What follows belongs to an exercise in optimizing a design on an open flow for small area, a short achievable clock period and few clock cycles per item; a production flow would make more cautious choices.
RTL that was checked went through simulation tests only; none was proved equivalent to the original.
The RTL of runs 2 to 4 was laid out without a check of its function.

==> flow/design.v, too long to show whole: its modules and the start of the top module <==
// module snow3g_f9hash: 138 lines
// module gf64mul_s1: 1134 lines
// module gf64mul_s2: 407 lines
module snow3g_f9hash (
    input  wire        clk,
    input  wire        rst,           
    input  wire        start_valid,
    output wire        start_ready,
    input  wire [63:0] p,
    input  wire [63:0] q,
    input  wire [31:0] z5,
    input  wire [15:0] len,           
    input  wire        blk_valid,
    output wire        blk_ready,
    input  wire [63:0] blk,
    output wire        res_valid,
    input  wire        res_ready,
    output wire [63:0] eval,
    output wire [31:0] maci
);
  // ...
==> flow/run.sh <==
#!/bin/bash
# synth_recipe.tcl (not shown) runs the flow's synth.tcl, then flattens the netlist and writes it again
# the make line also repeats each setting of config.mk as NAME=value (left out here)
make -C /OpenROAD-flow-scripts/flow DESIGN_CONFIG=/design/flow/config.mk WORK_HOME=/design/flow/orfs CLKGATE_MAP_FILE= SYNTH_SCRIPT=/design/flow/synth_recipe.tcl finish
==> flow/config.mk <==
export PLATFORM = sky130hd
export DESIGN_NAME = snow3g_f9hash
export DESIGN_NICKNAME = snow3g_f9hash
export VERILOG_FILES = /design/flow/design.v
export SDC_FILE = /design/flow/constraint.sdc
export NUM_CORES = 4
export LEC_CHECK = 0
export CAP_MARGIN = 20
export CORE_MARGIN = 2
export CORE_UTILIZATION = 40
export PLACE_DENSITY = 0.6
export SETUP_SLACK_MARGIN = 2.5
export SLEW_MARGIN = 20
==> flow/constraint.sdc <==
create_clock -name core_clock -period 5.0 [get_ports {clk}]
set_input_delay 1.0000 -clock core_clock [delete_from_list [all_inputs] [get_ports {clk}]]
set_output_delay 1.0000 -clock core_clock [all_outputs]
set_load 0.01 [all_outputs]
==> reports/qor.csv, run 1 <==
stage,metric,value,unit
critical_path,r2r-start,mid[59],
final_layout,layout_common_cells,"xnor2_1 (1631), nor2_1 (1334), nand2_1 (662)",
yosys,synth_top_area_share,0.3437,
clocking,clock-sinks,702,
global_route,grt_most_used_layer,met2,
global_route,grt_usage,0.3659,
route,dr_wl_met2,113.1,mm
global_route,use_met3,0.1020,
final_layout,nets,7463,
hold_path,hp-class,reg2reg,
critical_path,r2r.worst_path.cells,9,
floorplanning,die_w,369.5,um
global_route,antenna_found_initial,24,
route,drc,0,
yosys,yosys-top-cells-area,"xnor2_1 (34%), edfxtp_1 (19%), dfxtp_1 (13%)",
clocking,cts.hold.buffers_added,0,
route,vias,49170,
yosys,netlist_instances,6154,
job,drv_cap,0,
global_route,overflow,0,
status,status,finished clean,
final_layout,clock_area_frac,0.03695,
final_layout,regArea,17740,um^2
yosys,synth-main-ff-cell,dfxtp_1,
sta,fin_ws,2.032,ns
sta,fin_crit_sh,0.5935,
final_layout,n_all_buffers,1219,
yosys,synth_compound_area_frac,0.03461,
yosys,syn_avg_cell_area,8.683,um^2
route,wl,263.6,mm
yosys,synth-simple-area-share,0.1546,
yosys,yosys_warnings,1,
global_route,grt_pass1_wl,352.9,mm
final_layout,multi_input_area,42470,um^2
placed_design,port_buffers,343,
floorplanning,std_cell_rows,134,
Testbench counts, summed over its fixed seeds: cycles 1,918, blocks 1,787.
==> module snow3g_f9hash, before the edit <==
module snow3g_f9hash (
    input  wire        clk,
    input  wire        rst,           
    input  wire        start_valid,
    output wire        start_ready,
    input  wire [63:0] p,
    input  wire [63:0] q,
    input  wire [31:0] z5,
    input  wire [15:0] len,           
    input  wire        blk_valid,
    output wire        blk_ready,
    input  wire [63:0] blk,
    output wire        res_valid,
    input  wire        res_ready,
    output wire [63:0] eval,
    output wire [31:0] maci
);
    localparam [2:0] ST_IDLE = 3'd0;    
    localparam [2:0] ST_BLK  = 3'd1;    
    localparam [2:0] ST_FIN1 = 3'd2;    
    localparam [2:0] ST_FIN2 = 3'd3;    
    localparam [2:0] ST_FIN  = 3'd4;    
    function [63:0] gf_sq(input [63:0] a);
        reg [127:0] t;
        integer i;
        begin
            t = 128'd0;
            for (i = 0; i < 64; i = i + 1)
                t[2 * i] = a[i];
            for (i = 126; i >= 64; i = i - 1)
                if (t[i])
                    t[i - 64 +: 5] = t[i - 64 +: 5] ^ 5'h1B;
            gf_sq = t[63:0];
        end
    endfunction
    reg [2:0]   state;
    reg [63:0]  x;              
    reg [63:0]  k_r;            
    reg [278:0] mid;            
    reg [63:0]  p_r, q_r;
    reg [31:0]  z5_r;
    reg [15:0]  len_r;
    reg [10:0]  blocks_left;    
    reg         need;           
    reg         slot;           
    reg         fresh1, fresh2; 
    reg         ev1, ev;        
    reg         rv;             
    reg [63:0]  eval_r;
    reg [31:0]  maci_r;
    wire [278:0] mid_n;
    wire [63:0]  prod;
    gf64mul_s1 u_s1 (.a(x), .b(k_r), .m(mid_n));
    gf64mul_s2 u_s2 (.m(mid), .r(prod));
    wire [63:0] prod_c = (fresh1 | fresh2) ? 64'd0 : prod;
    wire [63:0] p_sq   = gf_sq(p_r);
    wire [10:0] n_blocks = {1'b0, len[15:6]} + {10'd0, |len[5:0]};
    wire        last_blk = (blocks_left == 11'd1);
    wire [5:0]  tail     = len_r[5:0];
    wire [63:0] tailmask = (tail == 6'd0) ? {64{1'b1}} : ~({64{1'b1}} >> tail);
    wire [63:0] blk_m    = last_blk ? (blk & tailmask) : blk;
    reg sr_r, br_r;
    wire go = sr_r && (state != ST_IDLE);
    assign start_ready = sr_r;
    assign blk_ready   = br_r;
    assign res_valid   = rv;
    assign eval        = eval_r;
    assign maci        = maci_r;
    wire take_start = start_valid && sr_r;
    wire take_blk   = blk_valid && br_r;
    reg [2:0] state_n;
    reg       rv_n, ev1_n, ev_n, slot_n, need_n;
    always @* begin
        case (state)
            ST_BLK:  state_n = (take_blk && last_blk) ? ST_FIN1 : ST_BLK;
            ST_FIN1: state_n = ST_FIN2;
            ST_FIN2: state_n = go ? ST_IDLE : ST_FIN;
            ST_FIN:  state_n = go ? ST_IDLE : ST_FIN;
            default: state_n = ST_IDLE;
        endcase
        if (take_start)
            state_n = (n_blocks == 11'd0) ? ST_FIN1 : ST_BLK;
        rv_n   = ev || (rv && !res_ready);
        ev1_n  = go;
        ev_n   = ev1;
        slot_n = take_start ? 1'b0 : ~slot;
        need_n = take_start ? 1'b0 : (need ^ take_blk);
        if (rst) begin
            state_n = ST_IDLE;
            rv_n    = 1'b0;
            ev1_n   = 1'b0;
            ev_n    = 1'b0;
        end
    end
    wire sr_n = (state_n == ST_IDLE) ||
                (((state_n == ST_FIN2) || (state_n == ST_FIN)) && !rv_n && !ev1_n && !ev_n);
    wire br_n = (state_n == ST_BLK) && (slot_n == need_n);
    wire [63:0] k_next = (state != ST_BLK) ? q_r :
                         !take_blk         ? 64'd1 :
                         last_blk          ? p_r : p_sq;
    always @(posedge clk) begin
        mid    <= mid_n;
        k_r    <= k_next;
        state  <= state_n;
        rv     <= rv_n;
        ev1    <= ev1_n;
        ev     <= ev_n;
        slot   <= slot_n;
        need   <= need_n;
        sr_r   <= sr_n;
        br_r   <= br_n;
        fresh1 <= take_start && !rst;
        fresh2 <= fresh1;
        if (!rst) begin
            if (ev) begin
                eval_r <= prod;
                maci_r <= prod[63:32] ^ maci_r;
            end
            if (go)
                maci_r <= z5_r;
            case (state)
                ST_BLK:  x <= prod_c ^ (take_blk ? blk_m : 64'd0);
                ST_FIN1: x <= prod_c ^ {48'd0, len_r};
                ST_FIN2: x <= prod_c ^ x;
                default: ;       
            endcase
            if (take_blk)
                blocks_left <= blocks_left - 11'd1;
            if (take_start) begin
                p_r         <= p;
                q_r         <= q;
                z5_r        <= z5;
                len_r       <= len;
                blocks_left <= n_blocks;
            end
        end
    end
endmodule
==> run 2: changes to the inputs <==
--- a/flow/design.v
+++ b/flow/design.v
@@ -19,7 +19,8 @@
     localparam [2:0] ST_BLK  = 3'd1;    
     localparam [2:0] ST_FIN1 = 3'd2;    
     localparam [2:0] ST_FIN2 = 3'd3;    
-    localparam [2:0] ST_FIN  = 3'd4;    
+    localparam [2:0] ST_FW0  = 3'd4;    
+    localparam [2:0] ST_FW1  = 3'd5;    
     function [63:0] gf_sq(input [63:0] a);
         reg [127:0] t;
         integer i;
@@ -60,7 +61,7 @@
     wire [63:0] tailmask = (tail == 6'd0) ? {64{1'b1}} : ~({64{1'b1}} >> tail);
     wire [63:0] blk_m    = last_blk ? (blk & tailmask) : blk;
     reg sr_r, br_r;
-    wire go = sr_r && (state != ST_IDLE);
+    wire go = sr_r && (state != ST_IDLE);    
     assign start_ready = sr_r;
     assign blk_ready   = br_r;
     assign res_valid   = rv;
@@ -74,8 +75,9 @@
         case (state)
             ST_BLK:  state_n = (take_blk && last_blk) ? ST_FIN1 : ST_BLK;
             ST_FIN1: state_n = ST_FIN2;
-            ST_FIN2: state_n = go ? ST_IDLE : ST_FIN;
-            ST_FIN:  state_n = go ? ST_IDLE : ST_FIN;
+            ST_FIN2: state_n = go ? ST_IDLE : ST_FW0;
+            ST_FW0:  state_n = ST_FW1;
+            ST_FW1:  state_n = go ? ST_IDLE : ST_FW0;
             default: state_n = ST_IDLE;
         endcase
         if (take_start)
@@ -93,14 +95,17 @@
         end
     end
     wire sr_n = (state_n == ST_IDLE) ||
-                (((state_n == ST_FIN2) || (state_n == ST_FIN)) && !rv_n && !ev1_n && !ev_n);
+                (((state_n == ST_FIN2) || (state_n == ST_FW1)) && !rv_n && !ev1_n && !ev_n);
     wire br_n = (state_n == ST_BLK) && (slot_n == need_n);
-    wire [63:0] k_next = (state != ST_BLK) ? q_r :
-                         !take_blk         ? 64'd1 :
-                         last_blk          ? p_r : p_sq;
+    wire [63:0] k_next = take_blk ? (last_blk ? p_r : p_sq) :
+                         go       ? q_r : 64'd1;
+    wire [63:0] x_add = (state == ST_BLK)  ? (take_blk ? blk_m : 64'd0) :
+                        (state == ST_FIN1) ? {48'd0, len_r} :
+                        (state == ST_FIN2) ? x : 64'd0;
     always @(posedge clk) begin
         mid    <= mid_n;
         k_r    <= k_next;
+        x      <= prod_c ^ x_add;
         state  <= state_n;
         rv     <= rv_n;
         ev1    <= ev1_n;
@@ -118,12 +123,6 @@
             end
             if (go)
                 maci_r <= z5_r;
-            case (state)
-                ST_BLK:  x <= prod_c ^ (take_blk ? blk_m : 64'd0);
-                ST_FIN1: x <= prod_c ^ {48'd0, len_r};
-                ST_FIN2: x <= prod_c ^ x;
-                default: ;       
-            endcase
             if (take_blk)
                 blocks_left <= blocks_left - 11'd1;
             if (take_start) begin
--- a/flow/config.mk
+++ b/flow/config.mk
@@ -9,5 +9,5 @@
 export CORE_MARGIN = 2
 export CORE_UTILIZATION = 40
 export PLACE_DENSITY = 0.6
-export SETUP_SLACK_MARGIN = 2.5
+export SETUP_SLACK_MARGIN = 2.0
 export SLEW_MARGIN = 20
==> reports/qor.csv, run 2 <==
stage,metric,value,unit,change
clocking,htree_levels,3,,
route,drtAntennaViolNets,0,,
clocking,cts.hold.buffers_added,0,,unchanged
yosys,async_reset_ff_frac,0,,
yosys,yosys_warnings,1,,unchanged
yosys,ys_types,56,,
sta,worst_pin_slew,1.243,ns,
clocking,cts_root_buffer,clkbuf_16,,
sta,fin_crit_sh,0.6184,,+0.02492
yosys,synth_nets,6325,,
sta,slew_violations,0,,
route,drc,0,,unchanged
clocking,cts_buffers,85,,
floorplanning,die_w,369.0,um,-0.13%
final_layout,final_common_cell,xnor2_1,,
job,drv_cap,0,,unchanged
yosys,synth_seq_area_share,0.3168,,
yosys,synth_top_cell_by_area,xnor2_1,,
critical_path,critical_path_required,5.52,ns,
yosys,netlist_instances,6076,,-1.3%
route,wire_per_inst,28.15,um,
clocking,clk_pin_slew,0.06,ns,
clocking,clock_path_buffers,3,,
yosys,yosys-top-cells-area,"xnor2_1 (33%), edfxtp_1 (16%), dfxtp_1 (16%)",,
sta,finalSetupViolations,0,,
final_layout,fin_cells,8406,,
final_layout,nets,6826,,-8.5%
final_layout,layout_common_cells,"xnor2_1 (1903), nor2_1 (1353), nand2_1 (676)",,
floorplanning,dieArea,136200,um^2,
floorplanning,ios,344,,
sta,fmax,323.4,MHz,
global_route,grt_pass1_wl,327.0,mm,-7.3%
route,wl,236.7,mm,-10%
placed_design,port_buffers,343,,unchanged
final_layout,final_layout_size_suffix_gt1_frac,0.1133,,
yosys,yosysMostFrequentCell,xnor2_1,,
route,first_pass_iters,7,,
critical_path,worstSetupStartpointType,flop,,
global_route,antenna_found_initial,16,,-33%
sta,rsz0062_at_grt,true,,
sta,finalHoldViolCount,0,,
global_route,grt_usage,0.3382,,-0.02773
critical_path,critical_path.max_stage_delay,0.77,ns,
clocking,clock-sinks,702,,unchanged
global_route,use_met1,0.4507,,
status,status,finished clean,,
critical_path,cp.arrival,3.61,ns,
placed_design,gp_congestion,1.084,,
sta,fin_crit,3.092,ns,
floorplanning,std_cell_rows,133,,-0.75%
final_layout,top_register,mid,,
yosys,synth_area,53300,um^2,
yosys,synth_edf_count,283,,
global_route,use_met3,0.09185,,-0.01011
yosys,ys_seq_elements,702,,
placed_design,hpwl,185.4,mm,
clocking,cts_tree,done,,
yosys,synth-main-ff-cell,dfxtp_1,,
placed_design,dp.cells,8198,,
final_layout,fillers,12410,,
route,viasPerCell,5.362,,
route,vias,45070,,-8.3%
sta,relSlewSlack,0.1667,,
critical_path,worstSetupEndpointType,flop,,
route,drtIter0Drc,6336,,
hold_path,hp-class,reg2reg,,
placed_design,place_area,60160,um^2,
global_route,grt_most_used_layer,met2,,
critical_path,slowest_stage,xnor2_1,,
yosys,syn_avg_cell_area,8.772,um^2,+1.0%
floorplanning,start_util,0.4044,,
global_route,grt_max_degree,96,,
critical_path,path_cells,buf_4 -> nand2_1 -> xnor2_1 -> xnor2_1 -> xnor2_1 -> xnor2_1 -> xnor2_1,,
floorplanning,die_h,369.0,um,
final_layout,stdcell_area,65110,um^2,
yosys,synth_common_cells,"xnor2_1 (1985), nor2_1 (1357), nand2_1 (678)",,
global_route,grt.met2_usage,0.4907,,
global_route,overflow,0,,unchanged
final_layout,area_growth_syn_to_layout,22.16,%,
critical_path,cp_common_cell,xnor2_1,,
clocking,clk_latency,0.73,ns,
sta,finClkSkew,0.05997,ns,
sta,final.setup.tns,0,ns,
global_route,grt_pass1_vias,42440,,
critical_path,criticalPathCategory,reg2reg,,
yosys,synth_top_area_share,0.3262,,-0.01751
floorplanning,core_area,131800,um^2,
final_layout,largest_reg_flops,279,,
critical_path,crit_fanout,10,,
-- run 2: worst max-delay path, delay by kind of cell, from the launching register on --
kind	cells	cell delay [ns]
buf+inv	1	0.40
flops	1	0.63
simple gates	1	0.11
xor+xnor	5	1.75
-- run 2: what timing repair did --
action | in CTS | in global routing
resized for setup | 112 | 87
endpoints found under the setup margin | 120 | 61
buffers inserted | 26 | 19
gates cloned | 2 | 0
pin swaps | 15 | 16
-- run 2: final cells by class --
cell class              count  area [um^2]  area share
diodes                      4        10.01   0.0001537
clock buffers             113         2405     0.03693
clock inverters            44        573.1    0.008801
inverters                  24        90.09    0.001384
multi-input cells        5109        36970      0.5678
flip-flops and latches    702        16920      0.2598
well taps                1755         2196     0.03373
repair buffers            655         5951     0.09139
-- run 2: final timing paths --
path,startpoint,slack [ns],depth (start not counted),to
max,x[14],1.91,7,mid[14]
min,fresh1,0.39,0,fresh2
max reg2reg,x[14],1.91,7,mid[14]
min reg2reg,fresh1,0.39,0,fresh2
-- run 2: logic make-up (layout without fill, tap and decap cells) --
family / after synthesis / count (layout) / synth area share
XOR/XNOR: 2685 / 2685 / 0.4752
AND/OR/NAND/NOR: 2104 / 2106 / 0.1517
flip-flops: 702 / 702 / 0.3168
AO/OA/AOI/OAI: 313 / 313 / 0.03427
buffers and inverters: 267 / 836 / 0.02089
adder cells (fa/ha/maj): 4 / 4 / 0.0009391
multiplexers: 1 / 1 / 0.0002113
other: 0 / 4 / 0
-- run 2: per-layer routing --
| layer | wire (um) | part of all wire |
|---|---|---|
| met1 | 94700 | 0.40 |
| met2 | 98160 | 0.41 |
| met3 | 27720 | 0.12 |
| met4 | 15950 | 0.067 |
| met5 | 125 | 0.00053 |
-- run 2: metrics by stage --
stage	util	hold slack, ns	worst slack [ns]
after floorplan	-	0.3443	0.7500
after detailed placement	0.4564	0.3901	1.343
after global placement	0.4552	0.3845	1.311
after global routing	0.4939	0.4140	1.868
final	0.4940	0.3946	1.908
after CTS	0.4875	0.3976	1.891
==> run 3: changes to the inputs <==
--- a/flow/config.mk
+++ b/flow/config.mk
@@ -8,6 +8,7 @@
 export CAP_MARGIN = 20
 export CORE_MARGIN = 2
 export CORE_UTILIZATION = 40
+export CTS_BUF_LIST = sky130_fd_sc_hd__clkbuf_4 sky130_fd_sc_hd__clkbuf_8
 export PLACE_DENSITY = 0.6
 export SETUP_SLACK_MARGIN = 2.0
 export SLEW_MARGIN = 20
==> reports/qor.csv, run 3 <==
stage,metric,value,unit,change
sta,slew_violations,0,,unchanged
floorplanning,core_area,131800,um^2,unchanged
yosys,synth_seq_area_share,0.3168,,unchanged
final_layout,layout_common_cells,"xnor2_1 (1911), nor2_1 (1353), nand2_1 (676)",,
critical_path,cp.arrival,3.98,ns,+0.37 ns
final_layout,top_register,mid,,
yosys,async_reset_ff_frac,0,,unchanged
route,drtAntennaViolNets,0,,unchanged
route,wire_per_inst,27.89,um,-0.93%
final_layout,nets,6874,,+0.70%
critical_path,critical_path_required,5.77,ns,+0.25 ns
status,status,finished clean,,
hold_path,hp-class,reg2reg,,
route,viasPerCell,5.315,,-0.88%
clocking,cts_buffers,133,,+56%
floorplanning,dieArea,136200,um^2,unchanged
yosys,synth_edf_count,283,,unchanged
final_layout,final_common_cell,xnor2_1,,
placed_design,place_area,60160,um^2,unchanged
clocking,clock_path_buffers,3,,unchanged
route,drtIter0Drc,6430,,+1.5%
yosys,synth_common_cells,"xnor2_1 (1985), nor2_1 (1357), nand2_1 (678)",,
placed_design,hpwl,185.4,mm,unchanged
clocking,clk_pin_slew,0.06,ns,about the same
yosys,syn_avg_cell_area,8.772,um^2,unchanged
yosys,ys_seq_elements,702,,unchanged
sta,finalHoldViolCount,0,,unchanged
sta,finalSetupViolations,0,,unchanged
job,drv_cap,0,,unchanged
yosys,synth_area,53300,um^2,unchanged
global_route,grt_pass1_wl,328.0,mm,+0.31%
sta,relSlewSlack,0.1754,,+0.008696
clocking,htree_levels,4,,+1
route,wl,237.0,mm,+0.13%
yosys,synth_top_cell_by_area,xnor2_1,,
floorplanning,ios,344,,unchanged
clocking,cts_root_buffer,clkbuf_8,,
global_route,grt_usage,0.3399,,+0.001740
floorplanning,std_cell_rows,133,,unchanged
final_layout,area_growth_syn_to_layout,22.08,%,about the same
yosys,ys_types,56,,unchanged
clocking,clock-sinks,702,,unchanged
global_route,overflow,0,,unchanged
route,first_pass_iters,5,,-2
route,vias,45160,,+0.18%
final_layout,stdcell_area,65070,um^2,about the same
placed_design,gp_congestion,1.084,,unchanged
yosys,yosys_warnings,1,,unchanged
yosys,synth-main-ff-cell,dfxtp_1,,
sta,finClkSkew,0.06034,ns,+0.0003748 ns
floorplanning,start_util,0.4044,,unchanged
critical_path,worstSetupStartpointType,flop,,
yosys,synth_top_area_share,0.3262,,unchanged
critical_path,worstSetupEndpointType,flop,,
sta,rsz0062_at_grt,true,,
yosys,synth_nets,6325,,unchanged
yosys,yosysMostFrequentCell,xnor2_1,,
floorplanning,die_w,369.0,um,unchanged
sta,fin_crit,3.201,ns,+0.1092 ns
floorplanning,die_h,369.0,um,unchanged
critical_path,crit_fanout,3,,-7
placed_design,port_buffers,343,,unchanged
route,drc,0,,unchanged
critical_path,criticalPathCategory,reg2reg,,
global_route,grt_pass1_vias,42740,,+0.71%
global_route,antenna_found_initial,15,,-1
yosys,netlist_instances,6076,,unchanged
final_layout,largest_reg_flops,279,,unchanged
sta,fmax,312.4,MHz,-3.4%
sta,final.setup.tns,0,ns,unchanged
yosys,yosys-top-cells-area,"xnor2_1 (33%), edfxtp_1 (16%), dfxtp_1 (16%)",,
final_layout,final_layout_size_suffix_gt1_frac,0.1237,,+0.01043
sta,fin_crit_sh,0.6403,,+0.02184
clocking,clk_latency,0.91,ns,+0.18 ns
global_route,grt_max_degree,96,,unchanged
sta,worst_pin_slew,1.228,ns,-0.01509 ns
clocking,cts_tree,done,,
[run 3: stage by stage]
stage | hold WS, ns | utilization | worst slack, ns | std cells
global route | 0.4135 | 0.4936 | 1.853 | 8489
CTS | 0.3981 | 0.4864 | 1.911 | 8463
finish | 0.3943 | 0.4937 | 1.799 | 8496
detailed placement | 0.3901 | 0.4564 | 1.343 | 8198
floorplan | 0.3443 | - | 0.7500 | 6076
global placement | 0.3845 | 0.4552 | 1.311 | 8195
[run 3: repair_timing]
action,4_1_cts,5_1_grt
endpoints found under the setup margin,129,55
resized for setup,120,83
pin swaps,13,18
hold buffers,0,0
gates cloned,2,0
setup buffers,20,23
[run 3: worst max-delay path, cell delays in order, from the launching register on]
cell and delay [ns]:
dfxtp_1 0.45, xnor3_1 0.39, xnor2_1 0.65, xnor2_2 0.23
xor2_2 0.27, xnor2_4 0.34, xor2_2 0.44, nand2_1 0.16
xor2_1 0.16
[run 3: path summary, 6_finish.rpt]
kind / from / to / slack, ns / cells past startpoint
max reg2reg: mid[49] / x[3] / 1.80 / 8
min: fresh1 / fresh2 / 0.39 / 0
min reg2reg: fresh1 / fresh2 / 0.39 / 0
max: mid[49] / x[3] / 1.80 / 8
[run 3: layout make-up]
class	instances	area, um^2
fillers	12490	66730
multi-input cells	5109	36930
clock buffers	185	2308
well taps	1755	2196
inverters	24	90.09
flip-flops and latches	702	16920
repair buffers	655	5944
clock inverters	58	655.6
diodes	8	20.02
[run 3: per-layer routing]
layer | part of all wire | vias to the layer above | routed length, um | global-route usage
li1 | - | 20090 | - | -
met1 | 0.40 | 21530 | 93810 | 0.4512
met2 | 0.41 | 2917 | 98040 | 0.4884
met3 | 0.12 | 599 | 28740 | 0.09661
met4 | 0.069 | 16 | 16240 | 0.2004
met5 | 0.00049 | - | 116 | 0
[run 3: kinds of logic (layout without fill, tap and decap cells)]
| kind of cell | after synthesis | in the layout | share of synthesized area |
|---|---|---|---|
| AOI/OAI and AO/OA | 313 | 313 | 0.03427 |
| xor gates and xnor gates | 2685 | 2685 | 0.4752 |
| adders and majority gates | 4 | 4 | 0.0009391 |
| buffers and inverters | 267 | 922 | 0.02089 |
| DFF | 702 | 702 | 0.3168 |
| muxes | 1 | 1 | 0.0002113 |
| other | 0 | 8 | 0 |
| and+or+nand+nor | 2104 | 2106 | 0.1517 |
==> run 4: changes to the inputs <==
--- a/flow/config.mk
+++ b/flow/config.mk
@@ -7,8 +7,7 @@
 export LEC_CHECK = 0
 export CAP_MARGIN = 20
 export CORE_MARGIN = 2
-export CORE_UTILIZATION = 40
-export CTS_BUF_LIST = sky130_fd_sc_hd__clkbuf_4 sky130_fd_sc_hd__clkbuf_8
-export PLACE_DENSITY = 0.6
+export CORE_UTILIZATION = 55
+export PLACE_DENSITY = 0.7
 export SETUP_SLACK_MARGIN = 2.0
 export SLEW_MARGIN = 20
==> reports/qor.csv, run 4 <==
stage,metric,value,unit,change
yosys,synth_edf_count,283,,unchanged
global_route,grt.met2_usage,0.6331,,+0.1447
clocking,clock-sinks,702,,unchanged
global_route,use_met3,0.1408,,+0.04423
hold_path,hold_depth,0,,unchanged
yosys,async_reset_ff_frac,0,,unchanged
final_layout,top_register,mid,,
yosys,synth_nets,6325,,unchanged
sta,holdWs,0.3993,ns,+0.005037 ns
yosys,yosysMostFrequentCell,xnor2_1,,
placed_design,gp_congestion,1.088,,+0.42%
route,drtIter0Drc,6208,,-3.5%
sta,final.setup.tns,0,ns,unchanged
final_layout,stdcell_area,64140,um^2,-1.4%
final_layout,layout_common_cells,"xnor2_1 (1885), nor2_1 (1351), nand2_1 (676)",,
floorplanning,die_h,315.3,um,-15%
yosys,ys_seq_elements,702,,unchanged
sta,slew_violations,0,,unchanged
placed_design,dp.cells,7713,,-5.9%
clocking,cts_root_buffer,clkbuf_16,,
final_layout,area_growth_syn_to_layout,20.34,%,
critical_path,worstSetupStartpointType,flop,,
critical_path,cp.arrival,3.62,ns,-0.36 ns
yosys,synth_common_cells,"xnor2_1 (1985), nor2_1 (1357), nand2_1 (678)",,
yosys,synth-main-ff-cell,dfxtp_1,,
global_route,grt_max_degree,77,,-20%
route,drc,0,,unchanged
critical_path,critical_path_required,5.42,ns,-0.35 ns
global_route,grt_pass1_wl,311.1,mm,-5.2%
yosys,syn_avg_cell_area,8.772,um^2,unchanged
floorplanning,ios,344,,unchanged
yosys,synth_top_cell_by_area,xnor2_1,,
placed_design,hpwl,170.2,mm,-8.2%
yosys,ys_types,56,,unchanged
global_route,antenna_found_initial,15,,unchanged
status,status,finished clean,,
global_route,grt_usage,0.4379,,+0.09794
final_layout,nets,6797,,-1.1%
hold_path,hp-class,reg2reg,,
final_layout,largest_reg_flops,279,,unchanged
floorplanning,die_w,315.3,um,-15%
route,drtAntennaViolNets,0,,unchanged
sta,finalSetupViolations,0,,unchanged
floorplanning,dieArea,99410,um^2,-27%
route,viasPerCell,5.791,,+8.9%
placed_design,port_buffers,343,,unchanged
floorplanning,std_cell_rows,114,,-14%
sta,relSlewSlack,0.2173,,+0.04186
final_layout,final_layout_size_suffix_gt1_frac,0.1158,,-0.007939
global_route,use_met1,0.5629,,+0.1117
route,wl,223.3,mm,-5.8%
yosys,yosys-top-cells-area,"xnor2_1 (33%), edfxtp_1 (16%), dfxtp_1 (16%)",,
yosys,synth_top_area_share,0.3262,,unchanged
clocking,htree_levels,3,,-1
sta,fin_crit,3.199,ns,-0.002850 ns
job,drv_cap,0,,unchanged
critical_path,worstSetupEndpointType,flop,,
floorplanning,core_area,96420,um^2,-27%
floorplanning,start_util,0.5527,,+0.1484
route,first_pass_iters,8,,+3
yosys,synth_seq_area_share,0.3168,,unchanged
global_route,grt_pass1_vias,43010,,+0.63%
route,vias,45750,,+1.3%
yosys,netlist_instances,6076,,unchanged
critical_path,criticalPathCategory,reg2reg,,
clocking,cts_tree,done,,
global_route,grt_most_used_layer,met2,,
global_route,overflow,0,,unchanged
clocking,clk_pin_slew,0.07,ns,about the same
critical_path,r2r.worst_path.cells,8,,unchanged
placed_design,place_area,59410,um^2,-1.2%
sta,fmax,312.6,MHz,about the same
final_layout,final_common_cell,xnor2_1,,
yosys,synth_area,53300,um^2,unchanged
sta,worst_pin_slew,1.174,ns,-0.05396 ns
clocking,clock_path_buffers,3,,unchanged
yosys,yosys_warnings,1,,unchanged
sta,finClkSkew,0.04073,ns,-0.01962 ns
clocking,cts.hold.buffers_added,0,,unchanged
sta,finalHoldViolCount,0,,unchanged
sta,fin_crit_sh,0.6397,,about the same
route,wire_per_inst,28.27,um,+1.3%
final_layout,fin_cells,7900,,-7.0%
clocking,clk_latency,0.69,ns,-0.22 ns
sta,rsz0062_at_grt,true,,
critical_path,crit_fanout,3,,unchanged
clocking,cts_buffers,83,,-38%
[run 4: cell counts after synthesis]
No cell type changed its count.
[run 4: worst paths after layout]
| path | startpoint | end | slack [ns] |
|---|---|---|---|
| hold reg to reg | fresh1 | fresh2 | 0.40 |
| setup / recovery | mid[17] | maci_r[17] | 1.80 |
| setup reg to reg | mid[17] | maci_r[17] | 1.80 |
| hold / removal | fresh1 | fresh2 | 0.40 |
[run 4: metrics by stage]
| step | utilization | worst slack, ns |
|---|---|---|
| detailed placement | 0.6161 | 1.306 |
| finish | 0.6652 | 1.802 |
| global route | 0.6650 | 1.859 |
| global placement | 0.6158 | 1.247 |
| CTS | 0.6558 | 1.881 |
| floorplan | - | 0.7500 |
[run 4: kinds of logic after synthesis]
logic type               share of synthesized area
AO/OA/AOI/OAI                              0.03427
XOR/XNOR                                    0.4752
adder cells (fa/ha/maj)                  0.0009391
buffers and inverters                      0.02089
flip-flops                                  0.3168
multiplexers                             0.0002113
AND/OR/NAND/NOR                             0.1517
[run 4: final cells by class]
type,instances,area [um^2]
multi-input combinational,5109,36970
tap,1276,1597
timing repair buffer,628,5634
inverter,24,90.09
clock inverter,63,768.2
clock buffer,90,2113
fill,7937,32280
sequential,702,16940
antenna,8,20.02
[run 4: what timing repair did]
item,CTS,global route
gates cloned,0,2
pin swaps,8,22
setup buffers,9,15
setup endpoints to repair,114,130
resized for setup,127,110
[run 4: per-layer routing]
layer / wire length [um] / vias to the layer above
met5: 130 / -
met4: 17780 / 16
met3: 30020 / 721
met2: 91820 / 3275
met1: 83560 / 21820
li1: - / 19910
[run 4: critical path, stage by stage, from the launching register on]
cell and delay [ns]:
dfxtp_1 0.35, xor2_1 0.55, xnor2_1 0.27, xnor2_1 0.36, xnor2_1 0.14, xnor2_1 0.17
xnor2_1 0.81, xor2_1 0.20, a21oi_1 0.08
==> run 5: changes to the inputs <==
--- a/flow/design.v
+++ b/flow/design.v
@@ -81,7 +81,7 @@
             default: state_n = ST_IDLE;
         endcase
         if (take_start)
-            state_n = (n_blocks == 11'd0) ? ST_FIN1 : ST_BLK;
+            state_n = (len == 16'd0) ? ST_FIN1 : ST_BLK;
         rv_n   = ev || (rv && !res_ready);
         ev1_n  = go;
         ev_n   = ev1;
==> flow/flow/run.sh (new file) <==
#!/bin/bash
# The standard layout (the standard.sh: ORFS with the standard synthesis),
# with one change: the buffers that buffer_ports puts on every input and output
# port are sky130_fd_sc_hd__buf_1 instead of the delay cell
# sky130_fd_sc_hd__clkdlybuf4s50_1 that the resizer picks by default.
# The full output of the make run goes to flow_make.log in the work folder;
# each ORFS step also keeps its own log under orfs/logs/.
set -euo pipefail
export BUFFER_PORTS_ARGS="-buffer_cell sky130_fd_sc_hd__buf_1"
bash standard.sh finish > flow_make.log 2>&1
==> flow/standard.sh (new file) <==
#!/bin/bash
# synth_recipe.tcl (not shown) runs the flow's synth.tcl, then flattens the netlist and writes it again
# the make line also repeats each setting of config.mk as NAME=value (left out here)
make -C /OpenROAD-flow-scripts/flow DESIGN_CONFIG=/design/flow/config.mk WORK_HOME=/design/flow/orfs CLKGATE_MAP_FILE= SYNTH_SCRIPT=/design/flow/synth_recipe.tcl "${@:-finish}"
--- a/flow/config.mk
+++ b/flow/config.mk
@@ -7,7 +7,7 @@
 export LEC_CHECK = 0
 export CAP_MARGIN = 20
 export CORE_MARGIN = 2
-export CORE_UTILIZATION = 55
-export PLACE_DENSITY = 0.7
+export CORE_UTILIZATION = 40
+export PLACE_DENSITY = 0.5
 export SETUP_SLACK_MARGIN = 2.0
 export SLEW_MARGIN = 20
removed: flow/run.sh
==> reports/qor.csv, run 5 <==
stage,metric,value,unit,change
status,status,finished clean,,
critical_path,worstSetupEndpointType,flop,,
hold_path,hp-class,reg2reg,,
clocking,clk_pin_slew,0.06,ns,about the same
critical_path,r2r.worst_path.cells,7,,-1
final_layout,final_layout_size_suffix_gt1_frac,0.1209,,+0.005143
final_layout,area_growth_syn_to_layout,18.69,%,
critical_path,critical_path_required,5.45,ns,+0.03 ns
hold_path,hold_start,fresh1,,
clocking,clock-sinks,702,,unchanged
placed_design,gp_congestion,1.017,,-6.6%
sta,worst_pin_slew,1.221,ns,+0.04673 ns
critical_path,cp.arrival,3.55,ns,-0.07 ns
global_route,grt_pass1_vias,42430,,-1.3%
global_route,grt_pass1_wl,346.6,mm,+11%
yosys,synth_top_cell_by_area,xnor2_1,,
sta,finClkSkew,0.05752,ns,+0.01679 ns
sta,relSlewSlack,0.1775,,-0.03976
yosys,synth_seq_area_share,0.3177,,+0.0008726
route,wl,253.0,mm,+13%
floorplanning,die_h,368.5,um,+17%
hold_path,hold_path_end,fresh2,,
route,viasPerCell,5.276,,-8.9%
yosys,synth_nets,6346,,+0.33%
route,drc,0,,unchanged
yosys,synth_edf_count,283,,unchanged
sta,final.setup.tns,0,ns,unchanged
yosys,yosys-top-cells-area,"xnor2_1 (33%), edfxtp_1 (16%), dfxtp_1 (16%)",,
critical_path,slowest_stage,xnor2_1,,
floorplanning,start_util,0.4038,,-0.1490
floorplanning,ios,344,,unchanged
sta,slew_violations,0,,unchanged
sta,fin_crit_sh,0.6189,,-0.02080
yosys,syn_avg_cell_area,8.718,um^2,-0.62%
sta,finalHoldViolCount,0,,unchanged
clocking,htree_levels,3,,unchanged
sta,fmax,323.2,MHz,+3.4%
route,wire_per_inst,29.85,um,+5.6%
global_route,grt_usage,0.3639,,-0.07397
route,drtAntennaViolNets,0,,unchanged
sta,rsz0062_at_grt,true,,
floorplanning,dieArea,135800,um^2,+37%
clocking,cts_buffers,89,,+7.2%
yosys,synth_common_cells,"xnor2_1 (2006), nor2_1 (1357), nand2_1 (681)",,
hold_path,hold_depth,0,,unchanged
clocking,cts_root_buffer,clkbuf_16,,
route,first_pass_iters,6,,-2
route,drtIter0Drc,5375,,-13%
yosys,ys_seq_elements,702,,unchanged
yosys,synth-main-ff-cell,dfxtp_1,,
yosys,netlist_instances,6097,,+0.35%
job,drv_cap,0,,unchanged
yosys,synth_area,53150,um^2,-0.27%
route,vias,44710,,-2.3%
critical_path,r2r-end,maci_r[5],,
clocking,clock_path_buffers,3,,unchanged
sta,fin_crit,3.095,ns,-0.1040 ns
placed_design,post-place-ws,1.188,ns,-0.1180 ns
critical_path,critical_path.max_stage_delay,0.65,ns,-0.16 ns
placed_design,hpwl,198.4,mm,+17%
placed_design,port_buffers,343,,unchanged
final_layout,top_register,mid,,
final_layout,layout_common_cells,"xnor2_1 (1922), nor2_1 (1352), nand2_1 (678)",,
global_route,antenna_found_initial,12,,-3
floorplanning,die_w,368.5,um,+17%
sta,holdWs,0.3951,ns,-0.004282 ns
critical_path,criticalPathCategory,reg2reg,,
final_layout,largest_reg_flops,279,,unchanged
yosys,ys_types,53,,-5.4%
yosys,synth_top_area_share,0.3306,,+0.004359
final_layout,final_common_cell,xnor2_1,,
sta,fin_ws,1.906,ns,+0.1040 ns
critical_path,worstSetupStartpointType,flop,,
critical_path,path_cells,xnor2_1 -> xnor2_1 -> xnor2_1 -> xnor2_1 -> xnor2_1 -> xor2_1 -> a21oi_1,,
critical_path,crit_fanout,3,,unchanged
floorplanning,core_area,131600,um^2,+37%
global_route,overflow,0,,unchanged
critical_path,r2r_slack,1.91,ns,+0.10 ns
critical_path,cp_common_cell,xnor2_1,,
yosys,yosysMostFrequentCell,xnor2_1,,
critical_path,r2r-start,mid[21],,
final_layout,nets,6891,,+1.4%
clocking,cts_tree,done,,
floorplanning,std_cell_rows,133,,+17%
global_route,grt_max_degree,69,,-10%
yosys,yosys_warnings,1,,unchanged
clocking,clk_latency,0.73,ns,+0.04 ns
yosys,async_reset_ff_frac,0,,unchanged
sta,finalSetupViolations,0,,unchanged
[run 5: logic make-up (layout without fill, tap and decap cells)]
logic type / Yosys count / in the layout / share of synthesized area
compound gates: 299 / 299 / 0.03319
xor+xnor: 2682 / 2682 / 0.4701
mux: 15 / 15 / 0.003178
buf+inv: 276 / 892 / 0.02102
other cells: 0 / 3 / 0
fa+ha+maj: 4 / 4 / 0.0009417
simple gates: 2119 / 2121 / 0.1539
flops: 702 / 702 / 0.3177
[run 5: worst max path at each step]
| stage | slack (ns) | cells after the start | from | endpoint |
|---|---|---|---|---|
| 3_5_place_dp | 1.19 | 7 | blocks_left[4] | x[15] |
| 5_1_grt | 1.98 | 8 | blocks_left[5] | x[15] |
| 6_report | 1.91 | 7 | mid[21] | maci_r[5] |
| 4_1_cts | 1.84 | 9 | k_r[20] | mid[262] |
| 3_3_place_gp | 1.13 | 8 | mid[152] | maci_r[12] |
| 2_1_floorplan | 0.75 | 3 | start_valid | len_r[0] |
[run 5: per-layer routing]
metal,share of wire,GRT usage,vias to the layer above
li1,-,-,20100
met3,0.091,0.07954,544
met1,0.40,0.4743,21660
met4,0.066,0.2056,10
met2,0.44,0.5562,2391
met5,0.00022,0,-
[run 5: critical path, delay by kind of cell (launching register included)]
family,cells,cell delay (ns)
compound gates,1,0.08
xor+xnor,6,2.42
flops,1,0.32
[run 5: repair_timing]
action | 4_1_cts | 5_1_grt
hold endpoints to repair | 0 | 0
cloned | 2 | 0
endpoints found under the setup margin | 162 | 78
pin swaps | 7 | 15
hold buffers | 0 | 0
buffers inserted | 11 | 24
gates resized for setup | 147 | 68
[run 5: stage by stage]
step                      area [um^2]  instances    util
after CTS                       62300       8445  0.4733
after global placement          58330       8268  0.4431
after global routing            63080       8471  0.4792
final                           63090       8473  0.4793
after floorplan                 53190       6097       -
after detailed placement        58350       8268  0.4433
[run 5: layout make-up]
cell class	instances	area, um^2
Clock buffer	115	2461
Clock inverter	49	528.0
Inverter	17	63.81
Tap cell	1755	2196
Fill cell	12780	68540
Antenna cell	3	7.507
Timing Repair Buffer	711	4154
Multi-Input combinational cell	5121	36720
Sequential cell	702	16960
Testbench counts of run 5, summed over its fixed seeds: cycles 1,921, blocks 1,787.
==> run 6: changes to the inputs <==
--- a/flow/config.mk
+++ b/flow/config.mk
@@ -8,6 +8,6 @@
 export CAP_MARGIN = 20
 export CORE_MARGIN = 2
 export CORE_UTILIZATION = 40
-export PLACE_DENSITY = 0.5
+export PLACE_DENSITY = 0.6
 export SETUP_SLACK_MARGIN = 2.0
 export SLEW_MARGIN = 20
==> reports/qor.csv, run 6 <==
stage,metric,value,unit,change
status,status,finished clean,,
global_route,grt_pass1_wl,329.9,mm,-4.8%
clocking,clock-sinks,702,,unchanged
yosys,yosys_warnings,1,,unchanged
hold_path,hp-class,reg2reg,,
route,drc,0,,unchanged
critical_path,crit_buf_inv,0,,unchanged
critical_path,cp.arrival,3.64,ns,+0.09 ns
sta,slew_violations,0,,unchanged
yosys,yosys-top-cells-area,"xnor2_1 (33%), edfxtp_1 (16%), dfxtp_1 (16%)",,
critical_path,worstSetupStartpointType,flop,,
clocking,clk_latency,0.74,ns,about the same
final_layout,nets,6789,,-1.5%
yosys,synth-main-ff-cell,dfxtp_1,,
clocking,cts_buffers,82,,-7.9%
yosys,synth_common_cells,"xnor2_1 (2006), nor2_1 (1357), nand2_1 (681)",,
sta,rsz0062_at_grt,true,,
floorplanning,start_util,0.4038,,unchanged
placed_design,hpwl,185.9,mm,-6.3%
critical_path,crit_fanout,2,,-1
global_route,antenna_found_initial,15,,+3
sta,fmax,328.6,MHz,+1.7%
final_layout,fillers,12580,,-1.6%
critical_path,critical_path.max_stage_delay,0.59,ns,-0.06 ns
critical_path,criticalPathCategory,reg2reg,,
final_layout,layout_common_cells,"xnor2_1 (1908), nor2_1 (1351), nand2_1 (678)",,
floorplanning,dieArea,135800,um^2,unchanged
yosys,synth_top_family_by_area,XOR/XNOR gates,,
global_route,overflow,0,,unchanged
yosys,synth_top_cell_by_area,xnor2_1,,
route,wl,239.4,mm,-5.4%
placed_design,port_buffers,343,,unchanged
floorplanning,ios,344,,unchanged
sta,finalHoldViolCount,0,,unchanged
route,viasPerCell,5.429,,+2.9%
floorplanning,std_cell_rows,133,,unchanged
global_route,grt_usage,0.3425,,-0.02135
critical_path,slowest_stage,dfxtp_1,,
yosys,synth_xor_area_frac,0.4701,,unchanged
final_layout,area_growth_syn_to_layout,17.06,%,
yosys,syn_avg_cell_area,8.718,um^2,unchanged
clocking,htree_levels,3,,unchanged
yosys,synth_edf_count,283,,unchanged
critical_path,cpLargestDelayFamily,XOR/XNOR gates,,
job,drv_cap,0,,unchanged
floorplanning,die_h,368.5,um,unchanged
yosys,synth_area,53150,um^2,unchanged
critical_path,critical_path_required,5.60,ns,+0.15 ns
final_layout,fin_cells,8368,,-1.2%
yosys,synth_top_area_share,0.3306,,unchanged
yosys,synth-simple-area-share,0.1539,,unchanged
critical_path,cp.depth,8,,+1
route,wire_per_inst,28.61,um,-4.2%
sta,worst_pin_slew,1.144,ns,-0.07705 ns
clocking,clk_pin_slew,0.06,ns,about the same
sta,finalSetupViolations,0,,unchanged
route,first_pass_iters,8,,+2
yosys,ys_types,53,,unchanged
clocking,clock_path_buffers,3,,unchanged
yosys,synth_compound_area_frac,0.03319,,unchanged
critical_path,worstSetupEndpointType,flop,,
sta,relSlewSlack,0.2320,,+0.05449
final_layout,multi_input_area,36820,um^2,+0.28%
final_layout,largest_reg_flops,279,,unchanged
placed_design,dp.cells,8170,,-1.2%
hold_path,hold_depth,0,,unchanged
route,drtIter0Drc,6539,,+22%
clocking,cts_root_buffer,clkbuf_16,,
yosys,async_reset_ff_frac,0,,unchanged
sta,fin_crit,3.043,ns,-0.05163 ns
clocking,cts_tree,done,,
final_layout,regArea,16950,um^2,about the same
clocking,cts.hold.buffers_added,0,,unchanged
sta,final.setup.tns,0,ns,unchanged
floorplanning,core_area,131600,um^2,unchanged
final_layout,top_register,mid,,
yosys,ys_seq_elements,702,,unchanged
placed_design,gp_congestion,1.099,,+8.1%
yosys,synth_seq_area_share,0.3177,,unchanged
critical_path,r2r.worst_path.cells,8,,+1
global_route,grt_max_degree,114,,+65%
final_layout,final_common_cell,xnor2_1,,
route,drtAntennaViolNets,0,,unchanged
global_route,grt_pass1_vias,42280,,-0.35%
critical_path,path_cells,xnor3_1 -> xor2_1 -> xnor2_1 -> xnor2_1 -> xnor2_1 -> xnor2_1 -> nand2_1 -> xor2_1,,
critical_path,cp_common_cell,xnor2_1,,
sta,finClkSkew,0.04927,ns,-0.008247 ns
floorplanning,die_w,368.5,um,unchanged
yosys,netlist_instances,6097,,unchanged
route,vias,45430,,+1.6%
sta,fin_crit_sh,0.6086,,-0.01033
critical_path,r2r_slack,1.96,ns,+0.05 ns
yosys,synthMuxAreaShare,0.003178,,unchanged
final_layout,final_layout_size_suffix_gt1_frac,0.1095,,-0.01146
yosys,synth_nets,6346,,unchanged
yosys,yosysMostFrequentCell,xnor2_1,,
yosys,synth_fa_ha_area_frac,0.0009416,,unchanged
run 6: cell counts after synthesis:
No cell type changed its count.
run 6: layer usage:
metal | up-vias | track usage | part of all wire
li1 | 19880 | - | -
met1 | 21880 | 0.4578 | 0.40
met2 | 2990 | 0.4944 | 0.41
met3 | 672 | 0.08971 | 0.12
met4 | 10 | 0.2029 | 0.073
met5 | - | 0 | 0.00024
run 6: area by class of cell:
cell class	count	area share
clock buffers	105	0.03569
flip-flops and latches	702	0.2725
repair buffers	616	0.05516
multi-input cells	5121	0.5918
clock inverters	44	0.008225
inverters	17	0.001026
well taps	1755	0.03529
diodes	8	0.0003218
run 6: cells by family (layout without fill, tap and decap cells):
kind of cell	count (synthesis)	in the layout
xor gates and xnor gates	2682	2682
and+or+nand+nor	2119	2121
DFF	702	702
AOI/OAI and AO/OA	299	299
buffers and inverters	276	782
muxes	15	15
adders and majority gates	4	4
other	0	8
run 6: final timing paths:
path / start / end
hold / removal: fresh1 / fresh2
hold reg to reg: fresh1 / fresh2
setup reg to reg: mid[49] / x[18]
setup / recovery: mid[49] / x[18]
run 6: what timing repair did:
item | CTS | global route
resized for setup | 156 | 82
gates cloned | 2 | 0
setup endpoints to repair | 153 | 69
pin swaps | 9 | 11
setup buffers | 12 | 26
run 6: stage by stage:
step / worst slack [ns] / hold WS (ns) / utilization / instance area [um^2]
floorplan: 0.7476 / 0.3443 / - / 53190
global placement: 1.073 / 0.3827 / 0.4371 / 57540
detailed placement: 1.115 / 0.3912 / 0.4372 / 57550
CTS: 1.992 / 0.3990 / 0.4662 / 61370
global route: 1.943 / 0.4131 / 0.4726 / 62210
finish: 1.957 / 0.4020 / 0.4727 / 62220
==> run 7: changes to the inputs <==
--- a/flow/config.mk
+++ b/flow/config.mk
@@ -9,5 +9,5 @@
 export CORE_MARGIN = 2
 export CORE_UTILIZATION = 40
 export PLACE_DENSITY = 0.6
-export SETUP_SLACK_MARGIN = 2.0
+export SETUP_SLACK_MARGIN = 1.5
 export SLEW_MARGIN = 20
==> reports/qor.csv, run 7 <==
stage,metric,value,unit,change
yosys,yosys_warnings,1,,unchanged
sta,finClkSkew,0.04917,ns,-0.0001018 ns
placed_design,hpwl,185.9,mm,unchanged
sta,fin_crit,3.540,ns,+0.4969 ns
sta,slew_violations,0,,unchanged
yosys,netlist_instances,6097,,unchanged
sta,fin_crit_sh,0.7080,,+0.09939
clocking,cts_buffers,82,,unchanged
floorplanning,std_cell_rows,133,,unchanged
yosys,synth_seq_area_share,0.3177,,unchanged
critical_path,r2r_slack,1.46,ns,-0.50 ns
floorplanning,die_h,368.5,um,unchanged
yosys,ys_types,53,,unchanged
critical_path,worstSetupStartpointType,flop,,
global_route,use_met1,0.4545,,-0.003294
global_route,grt_pass1_wl,328.2,mm,-0.52%
route,drtIter0Drc,6279,,-4.0%
global_route,grt_pass1_vias,42010,,-0.65%
yosys,synth_edf_count,283,,unchanged
yosys,synth_top_cell_by_area,xnor2_1,,
route,drtAntennaViolNets,0,,unchanged
route,wire_per_inst,28.59,um,about the same
yosys,syn_avg_cell_area,8.718,um^2,unchanged
route,drc,0,,unchanged
yosys,synth-main-ff-cell,dfxtp_1,,
yosys,synth_common_cells,"xnor2_1 (2006), nor2_1 (1357), nand2_1 (681)",,
placed_design,port_buffers,343,,unchanged
status,status,finished clean,,
final_layout,largest_reg_flops,279,,unchanged
global_route,grt.met2_usage,0.4921,,-0.002277
yosys,ys_seq_elements,702,,unchanged
global_route,overflow,0,,unchanged
final_layout,area_growth_syn_to_layout,14.03,%,
critical_path,crit_fanout,3,,+1
clocking,clk_latency,0.74,ns,about the same
sta,fmax,282.5,MHz,-14%
route,vias,45070,,-0.79%
sta,finalHoldViolCount,0,,unchanged
clocking,htree_levels,3,,unchanged
global_route,grt_most_used_layer,met2,,
clocking,clock_path_buffers,3,,unchanged
floorplanning,start_util,0.4038,,unchanged
clocking,cts_root_buffer,clkbuf_16,,
yosys,yosysMostFrequentCell,xnor2_1,,
global_route,grt_max_degree,114,,unchanged
yosys,synth_top_area_share,0.3306,,unchanged
route,first_pass_iters,6,,-2
final_layout,nets,6752,,-0.54%
floorplanning,core_area,131600,um^2,unchanged
yosys,yosys-top-cells-area,"xnor2_1 (33%), edfxtp_1 (16%), dfxtp_1 (16%)",,
clocking,cts_tree,done,,
sta,relSlewSlack,0.1998,,-0.03220
clocking,clock-sinks,702,,unchanged
final_layout,final_layout_size_suffix_gt1_frac,0.08343,,-0.02603
sta,worst_pin_slew,1.192,ns,+0.04796 ns
global_route,antenna_found_initial,13,,-2
critical_path,criticalPathCategory,reg2reg,,
global_route,grt_usage,0.3408,,-0.001690
route,wl,238.1,mm,-0.53%
final_layout,top_register,mid,,
critical_path,critical_path_required,5.60,ns,about the same
critical_path,worstSetupEndpointType,flop,,
hold_path,hp-class,reg2reg,,
global_route,use_met3,0.09247,,+0.002757
yosys,synth_area,53150,um^2,unchanged
placed_design,gp_congestion,1.099,,unchanged
final_layout,final_common_cell,xnor2_1,,
floorplanning,ios,344,,unchanged
yosys,synth_nets,6346,,unchanged
sta,rsz0062_at_grt,true,,
floorplanning,dieArea,135800,um^2,unchanged
sta,finalSetupViolations,0,,unchanged
yosys,async_reset_ff_frac,0,,unchanged
sta,final.setup.tns,0,ns,unchanged
job,drv_cap,0,,unchanged
final_layout,layout_common_cells,"xnor2_1 (1977), nor2_1 (1351), nand2_1 (679)",,
route,viasPerCell,5.412,,-0.33%
critical_path,cp.arrival,4.14,ns,+0.50 ns
floorplanning,die_w,368.5,um,unchanged
clocking,clk_pin_slew,0.06,ns,about the same
run 7: cell counts after synthesis:
Identical to the previous run, type by type.
run 7: cell families after synthesis:
| kind of cell | count (synthesis) | synth area share |
|---|---|---|
| xor gates and xnor gates | 2682 | 0.4701 |
| DFF | 702 | 0.3177 |
| and+or+nand+nor | 2119 | 0.1539 |
| adders and majority gates | 4 | 0.0009417 |
| AOI/OAI and AO/OA | 299 | 0.03319 |
| muxes | 15 | 0.003178 |
| buffers and inverters | 276 | 0.02102 |
run 7: worst max-delay path, cell delays in order (launching register included):
cell and delay [ns]:
dfxtp_1 0.31, xnor2_1 0.78, xor3_1 0.56, xor2_1 0.46, xnor3_1 0.42, xnor2_1 0.22
xnor2_2 0.37, nand2_1 0.12, xor2_1 0.18
run 7: final timing paths:
path	start	to	depth (start not counted)
worst max-delay path	mid[96]	x[7]	8
worst max register to register	mid[96]	x[7]	8
worst min-delay path	fresh1	fresh2	0
worst min register to register	fresh1	fresh2	0
run 7: per-stage QoR:
stage / hold WS, ns / setup WS, ns / area (um^2) / std cells / util
after global routing: 0.4111 / 1.319 / 60590 / 8324 / 0.4603
after global placement: 0.3827 / 1.073 / 57540 / 8169 / 0.4371
after detailed placement: 0.3912 / 1.115 / 57550 / 8170 / 0.4372
final: 0.4011 / 1.460 / 60610 / 8329 / 0.4604
after CTS: 0.3990 / 1.406 / 60370 / 8319 / 0.4586
after floorplan: 0.3443 / 0.7476 / 53190 / 6097 / -
run 7: area by class of cell:
cell class                      instances  area [um^2]
Timing Repair Buffer                  580         3103
Clock inverter                         44        511.7
Tap cell                             1755         2196
Clock buffer                          105         2221
Antenna cell                            6        15.01
Inverter                               17        63.81
Multi-Input combinational cell       5120        35600
Sequential cell                       702        16900
Fill cell                           12730        71020
run 7: repair_timing:
action,in CTS,in global routing
endpoints found under the setup margin,26,31
pin swaps,0,1
buffers inserted,0,1
gates cloned,0,1
gates resized for setup,12,32
hold buffers,0,0
run 7: per-layer routing:
metal | wire, um | vias up
met5 | 5 | -
met4 | 16680 | 2
met3 | 27870 | 631
met2 | 98450 | 2962
met1 | 95100 | 21660
li1 | - | 19820
==> run 8: changes to the inputs <==
--- a/flow/config.mk
+++ b/flow/config.mk
@@ -9,5 +9,5 @@
 export CORE_MARGIN = 2
 export CORE_UTILIZATION = 40
 export PLACE_DENSITY = 0.6
-export SETUP_SLACK_MARGIN = 1.5
+export SETUP_SLACK_MARGIN = 2.25
 export SLEW_MARGIN = 20
==> reports/qor.csv, run 8 <==
stage,metric,value,unit,change
sta,worst_pin_slew,1.111,ns,-0.08086 ns
route,first_pass_iters,6,,unchanged
sta,fin_crit_sh,0.5907,,-0.1173
global_route,antenna_found_initial,16,,+3
global_route,grt_pass1_wl,331.5,mm,+1.0%
clocking,cts_root_buffer,clkbuf_16,,
clocking,clock_path_buffers,3,,unchanged
yosys,synth_nets,6346,,unchanged
critical_path,cp_common_cell,xnor2_1,,
global_route,overflow,0,,unchanged
route,drtIter0Drc,6224,,-0.88%
final_layout,final_common_cell,xnor2_1,,
route,drtAntennaViolNets,0,,unchanged
yosys,async_reset_ff_frac,0,,unchanged
yosys,yosys_warnings,1,,unchanged
critical_path,path_cells,buf_4 -> nand2_1 -> xnor2_1 -> xnor2_1 -> xnor2_1 -> xnor2_1 -> xnor2_1,,
clocking,cts.hold.buffers_added,0,,unchanged
final_layout,top_register,mid,,
sta,finClkSkew,0.04882,ns,-0.0003522 ns
sta,fin_crit,2.953,ns,-0.5864 ns
clocking,clock-sinks,702,,unchanged
floorplanning,die_w,368.5,um,unchanged
yosys,ys_types,53,,unchanged
critical_path,criticalPathCategory,reg2reg,,
placed_design,gp_congestion,1.099,,unchanged
sta,final.setup.tns,0,ns,unchanged
sta,slew_violations,0,,unchanged
sta,fmax,338.6,MHz,+20%
job,drv_cap,0,,unchanged
yosys,ys_seq_elements,702,,unchanged
clocking,cts_tree,done,,
clocking,htree_levels,3,,unchanged
global_route,grt_max_degree,114,,unchanged
sta,holdWs,0.4019,ns,+0.0007750 ns
route,wl,240.2,mm,+0.87%
yosys,synth-main-ff-cell,dfxtp_1,,
final_layout,area_growth_syn_to_layout,20.70,%,
global_route,grt_pass1_vias,42660,,+1.5%
route,viasPerCell,5.402,,-0.17%
yosys,synth_top_area_share,0.3306,,unchanged
yosys,synth_area,53150,um^2,unchanged
sta,rsz0062_at_grt,true,,
route,wire_per_inst,28.56,um,-0.11%
floorplanning,std_cell_rows,133,,unchanged
final_layout,layout_common_cells,"xnor2_1 (1814), nor2_1 (1349), nand2_1 (678)",,
global_route,grt_usage,0.3439,,+0.003016
critical_path,critical_path.max_stage_delay,0.61,ns,-0.17 ns
clocking,cts_buffers,82,,unchanged
sta,relSlewSlack,0.2577,,+0.05786
critical_path,slowest_stage,xnor2_1,,
status,status,finished clean,,
final_layout,largest_reg_flops,279,,unchanged
critical_path,worstSetupEndpointType,flop,,
yosys,synth_top_cell_by_area,xnor2_1,,
yosys,synth_common_cells,"xnor2_1 (2006), nor2_1 (1357), nand2_1 (681)",,
yosys,synth_seq_area_share,0.3177,,unchanged
yosys,yosysMostFrequentCell,xnor2_1,,
yosys,yosys-top-cells-area,"xnor2_1 (33%), edfxtp_1 (16%), dfxtp_1 (16%)",,
yosys,synth_edf_count,283,,unchanged
floorplanning,core_area,131600,um^2,unchanged
sta,finalHoldViolCount,0,,unchanged
clocking,clk_pin_slew,0.07,ns,about the same
critical_path,cpLargestDelayFamily,XOR/XNOR gates,,
floorplanning,dieArea,135800,um^2,unchanged
clocking,clk_latency,0.73,ns,about the same
placed_design,port_buffers,343,,unchanged
floorplanning,ios,344,,unchanged
sta,finalSetupViolations,0,,unchanged
critical_path,cp.arrival,3.49,ns,-0.65 ns
critical_path,critical_path_required,5.54,ns,-0.06 ns
floorplanning,die_h,368.5,um,unchanged
final_layout,nets,6835,,+1.2%
route,vias,45440,,+0.81%
hold_path,hp-class,reg2reg,,
floorplanning,start_util,0.4038,,unchanged
route,drc,0,,unchanged
critical_path,crit_buf_inv,1,,+1
placed_design,hpwl,185.9,mm,unchanged
yosys,syn_avg_cell_area,8.718,um^2,unchanged
final_layout,final_layout_size_suffix_gt1_frac,0.1406,,+0.05715
critical_path,crit_fanout,11,,+8
critical_path,worstSetupStartpointType,flop,,
yosys,netlist_instances,6097,,unchanged
==> run 8: worst paths after layout <==
| path | start | end | slack [ns] | cells past startpoint |
|---|---|---|---|---|
| setup / recovery | x[27] | mid[48] | 2.05 | 7 |
| hold / removal | fresh1 | fresh2 | 0.40 | 0 |
| setup reg to reg | x[27] | mid[48] | 2.05 | 7 |
| hold reg to reg | fresh1 | fresh2 | 0.40 | 0 |
==> run 8: logic make-up after synthesis <==
kind of cell | after synthesis | share of synthesized area
compound gates | 299 | 0.03319
mux | 15 | 0.003178
xor+xnor | 2682 | 0.4701
simple gates | 2119 | 0.1539
flops | 702 | 0.3177
fa+ha+maj | 4 | 0.0009417
buf+inv | 276 | 0.02102
==> run 8: final cells by class <==
class | instances | area (um^2)
Fill cell | 12400 | 67480
Multi-Input combinational cell | 5121 | 38310
Sequential cell | 702 | 17010
Timing Repair Buffer | 662 | 3821
Clock buffer | 105 | 2221
Tap cell | 1755 | 2196
Clock inverter | 44 | 511.7
Inverter | 17 | 63.81
Antenna cell | 5 | 12.51
==> run 8: what timing repair did <==
item,CTS,global route
endpoints found under the setup margin,247,137
endpoints found under the hold margin,0,0
buffers inserted,51,33
resized for setup,318,155
gates cloned,2,0
pin swaps,39,44
==> run 8: stage by stage <==
stage / cell area, um^2 / setup WS, ns / std cells / utilization
5_1_grt: 64140 / 2.111 / 8407 / 0.4873
6_report: 64150 / 2.047 / 8411 / 0.4874
3_3_place_gp: 57540 / 1.073 / 8169 / 0.4371
2_1_floorplan: 53190 / 0.7476 / 6097 / -
3_5_place_dp: 57550 / 1.115 / 8170 / 0.4372
4_1_cts: 62840 / 2.123 / 8372 / 0.4774
==> run 8: metal layers <==
layer / vias to the layer above / global-route usage / wire [um]
met3: 654 / 0.09599 / 28800
met1: 21810 / 0.4555 / 94850
met4: 10 / 0.1980 / 17170
li1: 19960 / - / -
met2: 3011 / 0.4995 / 99310
met5: - / 0 / 56

static timing again, ports no longer ideal:
Ports are ideal in the flow. The routed layouts listed here were re-timed in OpenROAD. Step 1 (the two cells are an assumption about what drives the block):
set clk [get_ports {clk}]
set_driving_cell -lib_cell sky130_fd_sc_hd__clkbuf_16 $clk
set_driving_cell -lib_cell sky130_fd_sc_hd__buf_2 [delete_from_list [all_inputs] $clk]
Step 2, shift: input delay + t, output delay - t, t = (earliest + latest rising clock arrival at the registers) / 2. This alone moves slack from input paths to output paths. a / b / c = ideal / step 1 / step 2; a / b = the first two.
| run | t (ns) | setup slack, ns | clock arrival spread, ns |
|---|---|---|---|
| run 1 | 0.793 | 2.032 / 2.032 / 1.604 | 0.052 / 0.052 |
| run 2 | 0.786 | 1.908 / 1.908 / 1.386 | 0.060 / 0.060 |
| run 3 | 0.964 | 1.799 / 1.799 / 1.321 | 0.062 / 0.062 |
| run 4 | 0.753 | 1.801 / 1.801 / 1.437 | 0.044 / 0.044 |
| run 5 | 0.785 | 1.906 / 1.906 / 1.706 | 0.058 / 0.058 |
| run 6 | 0.798 | 1.957 / 1.957 / 1.866 | 0.050 / 0.050 |
| run 7 | 0.793 | 1.460 / 1.460 / 1.460 | 0.052 / 0.052 |
| run 8 | 0.788 | 2.047 / 2.047 / 1.935 | 0.049 / 0.049 |
After both steps setup and hold are still met in every run listed. For run 2, which loses most, drivers alone change the setup slack by 0.000 ns; drivers and shift together by -0.522 ns.
